Source: an optimization exercise on an open RTL-to-GDS flow (aim: small area). Production flows keep margins and buffers that such runs may drop.
Only simulation tests tie the RTL to the original design; equivalence was not proved.
No activity file was given, so power comes from the tool's default toggle rates.

==> inputs of run a <==
==> flow/design.v <==
module mips8_engine (
    input  wire        clk,
    input  wire        reset,
    input  wire        host_rf_we,
    input  wire [4:0]  host_rf_idx,
    input  wire [31:0] host_rf_wdata,
    input  wire        host_rf_wpresent,
    output wire [31:0] host_rf_rdata,
    output wire        host_rf_rpresent,
    output wire        imem_req,
    output wire [31:0] imem_addr,
    input  wire        imem_valid,
    input  wire [63:0] imem_data,
    output wire        dmem_re,
    output wire        dmem_we,
    output wire [31:0] dmem_addr,
    output wire [31:0] dmem_wdata,
    input  wire [31:0] dmem_rdata,
    input  wire        dmem_present,
    output wire [7:0]  report_occ,
    output wire        report_stall,
    output wire        finished,
    output wire [2:0]  fault_code,
    output wire [31:0] fault_value,
    output wire [63:0] fault_word
);
    localparam [2:0] F_NONE    = 3'd0;
    localparam [2:0] F_ILLEGAL = 3'd1;
    localparam [2:0] F_REGABS  = 3'd2;
    localparam [2:0] F_MEMABS  = 3'd3;
    localparam [2:0] F_FETCH   = 3'd4;
    function [31:0] add32;
        input [31:0] a;
        input [31:0] b;
        input        cin;
        reg   [31:0] g, p, G, P;
        integer i, d;
        begin
            g = a & b;
            p = a ^ b;
            G = g;
            P = p;
            G[0] = g[0] | (p[0] & cin);
            for (d = 1; d < 32; d = d * 2)
                for (i = 2 * d - 1; i < 32; i = i + 2 * d) begin
                    G[i] = G[i] | (P[i] & G[i - d]);
                    P[i] = P[i] & P[i - d];
                end
            for (d = 8; d >= 1; d = d / 2)
                for (i = 3 * d - 1; i < 32; i = i + 2 * d) begin
                    G[i] = G[i] | (P[i] & G[i - d]);
                    P[i] = P[i] & P[i - d];
                end
            add32 = p ^ {G[30:0], cin};
        end
    endfunction
    function [31:0] inc32;
        input [31:0] a;
        input        cin;
        reg   [31:0] P;
        integer i, d;
        begin
            P = a;
            P[0] = a[0] & cin;
            for (d = 1; d < 32; d = d * 2)
                for (i = 2 * d - 1; i < 32; i = i + 2 * d)
                    P[i] = P[i] & P[i - d];
            for (d = 8; d >= 1; d = d / 2)
                for (i = 3 * d - 1; i < 32; i = i + 2 * d)
                    P[i] = P[i] & P[i - d];
            inc32 = a ^ {P[30:0], cin};
        end
    endfunction
    reg [31:0] fptr;             
    reg        finished_r;
    reg [2:0]  fault_code_r;
    reg        if1_v;
    reg [63:0] if1_instr;
    reg        if2_v;
    reg [63:0] if2_instr;
    reg        id_v;
    reg        id_stall;
    reg        id_sub;
    reg        id_load;
    reg        id_store;
    reg        id_branch;
    reg        id_alu_reg;
    reg [4:0]  id_rs;
    reg [4:0]  id_rt;
    reg [4:0]  id_wreg;
    reg [31:0] id_imm;
    reg        ex_v;
    reg        ex_fw;            
    reg        ex_load;
    reg        ex_store;
    reg [4:0]  ex_wreg;
    reg [31:0] ex_alu;
    reg [31:0] ex_opval2;
    reg        m1_v, m2_v, m3_v;
    reg        m1_we, m2_we, m3_we;
    reg [4:0]  m1_wreg, m2_wreg, m3_wreg;
    reg [31:0] m1_val, m2_val, m3_val;
    wire running = !reset && !finished_r && (fault_code_r == F_NONE);
    wire wb_we = running && m3_v && m3_we;
    assign dmem_re    = running && ex_v && ex_load;
    assign dmem_we    = running && ex_v && ex_store;
    assign dmem_addr  = ex_alu;
    assign dmem_wdata = ex_opval2;
    wire mem_fault = dmem_re && !dmem_present;
    wire stall_cycle = id_v && id_stall;
    wire exec        = id_v && !id_stall;
    wire [4:0]  ra1 = finished_r ? host_rf_idx : id_rs;
    wire [31:0] rd1, rd2;
    wire        rp1, rp2;
    wire        rf_we = (reset && host_rf_we) || wb_we;
    wire [4:0]  rf_wa = reset ? host_rf_idx : m3_wreg;
    wire [32:0] rf_wd = reset ? {host_rf_wpresent, host_rf_wdata} : {1'b1, m3_val};
    mips8_rf u_rf (.clk(clk), .we(rf_we), .wa(rf_wa), .wd(rf_wd),
                   .ra1(ra1), .rd1({rp1, rd1}), .ra2(id_rt), .rd2({rp2, rd2}));
    assign host_rf_rdata    = rd1;
    assign host_rf_rpresent = rp1;
    function [32:0] fwd;             
        input [4:0]  r;
        input        p;
        input [31:0] v;
        reg h0, h1, h2, h3, s0, s1, s2, s3, s4;
        begin
            h0 = ex_v && ex_fw && ex_wreg == r;
            h1 = m1_v && m1_we && m1_wreg == r;
            h2 = m2_v && m2_we && m2_wreg == r;
            h3 = m3_v && m3_we && m3_wreg == r;
            s0 = h0;
            s1 = !h0 && h1;
            s2 = !h0 && !h1 && h2;
            s3 = !h0 && !h1 && !h2 && h3;
            s4 = !h0 && !h1 && !h2 && !h3;
            fwd = {!s4 || p,
                   (ex_alu & {32{s0}}) | (m1_val & {32{s1}}) | (m2_val & {32{s2}})
                 | (m3_val & {32{s3}}) | (v & {32{s4}})};
        end
    endfunction
    wire [32:0] fwd1 = fwd(id_rs, rp1, rd1);
    wire [32:0] fwd2 = fwd(id_rt, rp2, rd2);
    wire [31:0] opval1 = fwd1[31:0];
    wire [31:0] opval2 = fwd2[31:0];
    wire reg_fault1 = exec && !fwd1[32];
    wire reg_fault2 = exec && (id_alu_reg || id_store) && !fwd2[32];
    wire reg_fault  = reg_fault1 || reg_fault2;
    wire [31:0] alu_b   = id_alu_reg ? opval2 : id_imm;
    wire [31:0] alu_res = add32(opval1, alu_b ^ {32{id_sub}}, id_sub);
    wire        taken   = exec && id_branch && (opval2 != 32'd0);
    wire [7:0]  d_rd  = if2_instr[55:48];
    wire [7:0]  d_rs  = if2_instr[47:40];
    wire [7:0]  d_rt  = if2_instr[39:32];
    wire [31:0] d_imm = if2_instr[31:0];
    wire f_add_r = (if2_instr & 64'hFF00_0000_FFFF_FFFF) == 64'h0000_0000_0000_0000;
    wire f_add_l = (if2_instr & 64'hFF00_00FF_0000_0000) == 64'h0800_0000_0000_0000;
    wire f_sub_r = (if2_instr & 64'hFF00_0000_FFFF_FFFF) == 64'h1000_0000_0000_0000;
    wire f_sub_l = (if2_instr & 64'hFF00_00FF_0000_0000) == 64'h1800_0000_0000_0000;
    wire f_load  = (if2_instr & 64'hFFFF_0000_0000_0000) == 64'h2000_0000_0000_0000;
    wire f_store = (if2_instr & 64'hFFFF_0000_0000_0000) == 64'h3000_0000_0000_0000;
    wire f_bnz   = (if2_instr & 64'hFFFF_00FF_0000_0000) == 64'h4000_0000_0000_0000;
    wire d_arith   = f_add_r || f_add_l || f_sub_r || f_sub_l;
    wire d_reg2    = f_add_r || f_sub_r || f_store;
    wire d_uses_rt = f_add_r || f_sub_r || f_load || f_store;
    wire d_regs_ok = (d_rs[7:5] == 3'd0)
                  && (!d_arith   || d_rd[7:5] == 3'd0)
                  && (!d_uses_rt || d_rt[7:5] == 3'd0);
    wire d_legal   = (d_arith || f_load || f_store || f_bnz) && d_regs_ok;
    wire [4:0] d_wreg = f_load ? d_rt[4:0] : d_rd[4:0];
    wire       d_we   = d_arith || f_load;
    wire illegal_fault = !stall_cycle && running && if2_v && !d_legal;
    wire e_hit  = exec && id_load &&
                  (id_wreg == d_rs[4:0] || (d_reg2 && id_wreg == d_rt[4:0]));
    wire m1_hit = ex_v && ex_load &&
                  (ex_wreg == d_rs[4:0] || (d_reg2 && ex_wreg == d_rt[4:0]));
    wire d_stall = e_hit || m1_hit;
    wire        ill_r = (fault_code_r == F_ILLEGAL);
    wire [1:0]  poff  = ill_r ? {1'b0, if1_v} : ({1'b0, if1_v} + {1'b0, if2_v});
    wire [2:0]  plo   = {1'b0, fptr[1:0]} + {1'b0, ~poff};
    wire [31:0] pnot  = inc32({2'b00, ~fptr[31:2]}, ~plo[2]);
    wire [31:0] pcb   = {~pnot[29:0], plo[1:0]};
    wire [31:0] tgt   = add32(pcb, id_imm, 1'b0);
    wire [31:0] fp = taken ? tgt : fptr;
    assign imem_req  = running && !stall_cycle && !mem_fault && !reg_fault && !illegal_fault;
    assign imem_addr = fp;
    wire fetch_fault = imem_req && fp[31];
    wire fetch_ok    = !fp[31] && imem_valid;
    wire any_fault = mem_fault || reg_fault || illegal_fault || fetch_fault;
    wire advance   = running && !any_fault && !stall_cycle;
    assign report_stall  = running && stall_cycle;
    assign report_occ[0] = running && (stall_cycle ? if1_v : imem_valid);
    assign report_occ[1] = running && (stall_cycle ? if2_v : (if1_v && !taken));
    assign report_occ[2] = running && (stall_cycle ? 1'b1  : (if2_v && !taken));
    assign report_occ[3] = running && exec;
    assign report_occ[4] = running && ex_v;
    assign report_occ[5] = running && m1_v;
    assign report_occ[6] = running && m2_v;
    assign report_occ[7] = running && m3_v;
    assign finished    = finished_r;
    assign fault_code  = fault_code_r;
    assign fault_value = ill_r ? pcb : fptr;
    assign fault_word  = if2_instr;
    wire next_id_v  = if2_v && !taken;
    wire next_if2_v = if1_v && !taken;
    always @(posedge clk) begin
        if (reset) begin
            fault_code_r <= F_NONE;
            finished_r   <= 1'b0;
            fptr         <= 32'd0;
        end else if (running) begin
            if (mem_fault) begin
                fault_code_r <= F_MEMABS;
                fptr         <= ex_alu;
            end else if (reg_fault) begin
                fault_code_r <= F_REGABS;
                fptr         <= {27'd0, reg_fault1 ? id_rs : id_rt};
            end else if (illegal_fault) begin
                fault_code_r <= F_ILLEGAL;
            end else if (fetch_fault) begin
                fault_code_r <= F_FETCH;
                fptr         <= fp;
            end else if (!stall_cycle) begin
                fptr       <= inc32(fp, imem_valid);
                finished_r <= !fetch_ok && !m2_v && !m1_v && !ex_v && !exec
                              && !next_id_v && !next_if2_v;
            end
        end
    end
    always @(posedge clk) begin
        m3_v    <= !reset && m2_v;
        m3_we   <= m2_we;
        m3_wreg <= m2_wreg;
        m3_val  <= m2_val;
        m2_v    <= !reset && m1_v;
        m2_we   <= m1_we;
        m2_wreg <= m1_wreg;
        m2_val  <= m1_val;
        m1_v    <= !reset && ex_v;
        m1_we   <= ex_fw || ex_load;
        m1_wreg <= ex_wreg;
        m1_val  <= ex_load ? dmem_rdata : ex_alu;
        ex_v      <= !reset && exec;
        ex_fw     <= !(id_load || id_store || id_branch);
        ex_load   <= id_load;
        ex_store  <= id_store;
        ex_wreg   <= id_wreg;
        ex_alu    <= alu_res;
        ex_opval2 <= opval2;
    end
    always @(posedge clk) begin
        if (reset) begin
            if1_v <= 1'b0;
            if2_v <= 1'b0;
            id_v  <= 1'b0;
        end else if (advance) begin
            id_v  <= next_id_v;
            if2_v <= next_if2_v;
            if1_v <= imem_valid;
        end
    end
    wire if2_bad = if2_v && !d_legal;
    always @(posedge clk) begin
        if (!stall_cycle) begin
            id_sub     <= f_sub_r || f_sub_l;
            id_load    <= f_load;
            id_store   <= f_store;
            id_branch  <= f_bnz;
            id_alu_reg <= f_add_r || f_sub_r;
            id_rs      <= d_rs[4:0];
            id_rt      <= f_bnz ? d_rs[4:0] : d_rt[4:0];
            id_wreg    <= d_wreg;
            id_imm     <= d_imm;
            if1_instr  <= imem_data;
        end
        if (!stall_cycle && !if2_bad)
            if2_instr <= if1_instr;
        id_stall <= !stall_cycle && d_stall;
    end
endmodule
module mips8_rf (
    input  wire        clk,
    input  wire        we,
    input  wire [4:0]  wa,
    input  wire [32:0] wd,
    input  wire [4:0]  ra1,
    output wire [32:0] rd1,
    input  wire [4:0]  ra2,
    output wire [32:0] rd2
);
    reg [32:0] r [0:31];
    always @(posedge clk)
        if (we) r[wa] <= wd;
    wire [31:0] s1 = 32'd1 << ra1;
    wire [31:0] s2 = 32'd1 << ra2;
    reg  [32:0] o1, o2;
    integer i;
    always @* begin
        o1 = 33'd0;
        o2 = 33'd0;
        for (i = 0; i < 32; i = i + 1) begin
            o1 = o1 | (r[i] & {33{s1[i]}});
            o2 = o2 | (r[i] & {33{s2[i]}});
        end
    end
    assign rd1 = o1;
    assign rd2 = o2;
endmodule
==> flow/flow/run.sh <==
#!/bin/bash
# Standard ORFS layout (the standard.sh, unchanged synthesis) with three
# layout choices made through ORFS's own variables:
#  - ports are buffered with the smallest buffer instead of the delay cell
#    buffer_ports picks by default (every port still gets its own buffer);
#  - clock tree without dummy loads, from small clock buffers;
#  - power recovery after global routing, which downsizes cells that have
#    timing slack.
# Each step's full log is in orfs/logs/; make's own output is in standard.log.
set -euo pipefail
export BUFFER_PORTS_ARGS="-buffer_cell sky130_fd_sc_hd__buf_1"
export CTS_ARGS="-sink_clustering_enable -repair_clock_nets -dont_use_dummy_load -buf_list {sky130_fd_sc_hd__clkbuf_4 sky130_fd_sc_hd__clkbuf_8}"
export RECOVER_POWER=100
bash standard.sh > standard.log 2>&1
==> flow/standard.sh <==
#!/bin/bash
# synth_recipe.tcl (not shown) runs the flow's synth.tcl, then flattens the netlist and writes it again
# the make line also repeats each setting of config.mk as NAME=value (left out here)
make -C /OpenROAD-flow-scripts/flow DESIGN_CONFIG=/design/flow/config.mk WORK_HOME=/design/flow/orfs CLKGATE_MAP_FILE= SYNTH_SCRIPT=/design/flow/synth_recipe.tcl "${@:-finish}"
==> flow/config.mk <==
export PLATFORM = sky130hd
export DESIGN_NAME = mips8_engine
export DESIGN_NICKNAME = mips8_engine
export VERILOG_FILES = /design/flow/design.v
export SDC_FILE = /design/flow/constraint.sdc
export NUM_CORES = 4
export LEC_CHECK = 0
export CAP_MARGIN = 20
export CORE_MARGIN = 2
export CORE_UTILIZATION = 55
export CTS_BUF_LIST = sky130_fd_sc_hd__clkbuf_4 sky130_fd_sc_hd__clkbuf_8
export SLEW_MARGIN = 20
==> flow/constraint.sdc <==
create_clock -name core_clock -period 11.0 [get_ports {clk}]
set_input_delay 2.2000 -clock core_clock [delete_from_list [all_inputs] [get_ports {clk}]]
set_output_delay 2.2000 -clock core_clock [all_outputs]
set_load 0.01 [all_outputs]
==> run b: changes against run a <==
--- a/flow/design.v
+++ b/flow/design.v
@@ -178,8 +178,9 @@
     wire        ill_r = (fault_code_r == F_ILLEGAL);
     wire [1:0]  poff  = ill_r ? {1'b0, if1_v} : ({1'b0, if1_v} + {1'b0, if2_v});
-    wire [2:0]  plo   = {1'b0, fptr[1:0]} + {1'b0, ~poff};
-    wire [31:0] pnot  = inc32({2'b00, ~fptr[31:2]}, ~plo[2]);
-    wire [31:0] pcb   = {~pnot[29:0], plo[1:0]};
-    wire [31:0] tgt   = add32(pcb, id_imm, 1'b0);
+    wire [31:0] padd  = ill_r ? 32'd0 : id_imm;
+    wire [31:0] pm    = {30'h3FFF_FFFF, ~poff};              
+    wire [31:0] cs_s  = fptr ^ padd ^ pm;
+    wire [31:0] cs_c  = (fptr & padd) | (fptr & pm) | (padd & pm);
+    wire [31:0] tgt   = add32(cs_s, {cs_c[30:0], 1'b0}, 1'b0);
     wire [31:0] fp = taken ? tgt : fptr;
     assign imem_req  = running && !stall_cycle && !mem_fault && !reg_fault && !illegal_fault;
@@ -200,5 +201,5 @@
     assign finished    = finished_r;
     assign fault_code  = fault_code_r;
-    assign fault_value = ill_r ? pcb : fptr;
+    assign fault_value = ill_r ? tgt : fptr;
     assign fault_word  = if2_instr;
     wire next_id_v  = if2_v && !taken;
==> flow/flow/run.sh (replaced) <==
#!/bin/bash
# Standard ORFS layout (the standard.sh, unchanged synthesis) with two
# layout choices made through ORFS's own variables:
#  - ports are buffered with the smallest buffer instead of the delay cell
#    buffer_ports picks by default (every port still gets its own buffer);
#  - clock tree without dummy loads, from clkbuf_8 buffers, with up to 14
#    flip-flops per leaf buffer.
# Each step's full log is in orfs/logs/; make's own output is in standard.log.
set -euo pipefail
export BUFFER_PORTS_ARGS="-buffer_cell sky130_fd_sc_hd__buf_1"
export CTS_ARGS="-sink_clustering_enable -repair_clock_nets -dont_use_dummy_load -sink_clustering_size 14 -sink_clustering_max_diameter 60 -buf_list {sky130_fd_sc_hd__clkbuf_8}"
bash standard.sh > standard.log 2>&1
- CORE_UTILIZATION: 55 -> 45
- CTS_BUF_LIST: sky130_fd_sc_hd__clkbuf_4 sky130_fd_sc_hd__clkbuf_8 -> sky130_fd_sc_hd__clkbuf_8
==> run notes <==
Run b completed with no timing, DRC or antenna violations. Run a ran to the end with violations: max-capacitance violations, max-slew violations, negative setup slack. Between run b and run a, the lower wire length is in run a (gap about 1.2%, measured against run a). Between run a and run b, the lower worst hold slack is in run a (gap 0.029 ns). Of run b and run a, run a has the higher sequential power (gap about 1%, measured against run a). Between run a and run b, the lower synthesized cell count is in run a (gap 1.0%, measured against run b). First-iteration DRC count: run a is lower than run b (5.8%). In run a the cell area is larger than in run b, by about 0.44%. Power: run a is larger than run b (6.2%).
==> figures <==
metric	run a	run b
Result of the run	failed layout checks	no timing/DRC/antenna violations
Reasons for failing layout checks	max-capacitance violations, max-slew violations, negative setup slack	-
Average cell area after synthesis	12.98 µm²	12.90 µm²
CP Depth	16	15
Launch point of the worst path	id_rt[0]	id_rt[3]
Layout cells sized above 1	10.52%	11.05%
Worst endpoint data arrival time	9.24 ns	8.40 ns
Count of non-CTS buffers in the layout	614	600
Area added between synthesis and finish	11.28%	10.30%
Register-to-Register Path Depth	28	29
Delay contributed by the slowest stage of the critical path	2.68 ns	1.07 ns
Tot GR Track Use	52.63%	43.33%
Synth Instances	5101	5154
Die ar.	123100 µm²	150900 µm²
Distinct cell type count of the synthesized netlist	89	93
Final cell count without fillers	7233	7477
1st-pass router iterations	22	12

==> port drivers added, routing unchanged <==
The flow's constraints put no driver on any port. The routed layouts listed below were extracted and timed again, unchanged, in two steps. Step 1, drivers: a clkbuf_16 drives clk and a buf_2 each remaining input, both assumed. Step 2, shift: input delay + t, output delay - t, t = (earliest + latest rising clock arrival at the registers) / 2. This alone moves slack from input paths to output paths. Three values: ideal ports, drivers, drivers and shift; two values: the first two.
| run | shift t [ns] | setup WS [ns] | latest minus earliest clock arrival (ns) | slew at the worst register clock pin (ns) | cell pins on the clock port's net |
|---|---|---|---|---|---|
| run a | 1.044 | -0.437 / -0.519 / -1.204 | 0.113 / 0.113 | 0.08 / 0.08 | 1 |
| run b | 0.958 | 0.397 / 0.312 / 0.624 | 0.129 / 0.129 | 0.10 / 0.10 | 1 |
The setup slack of run a, which loses most, moves by -0.082 ns with the drivers and by -0.767 ns with both steps.
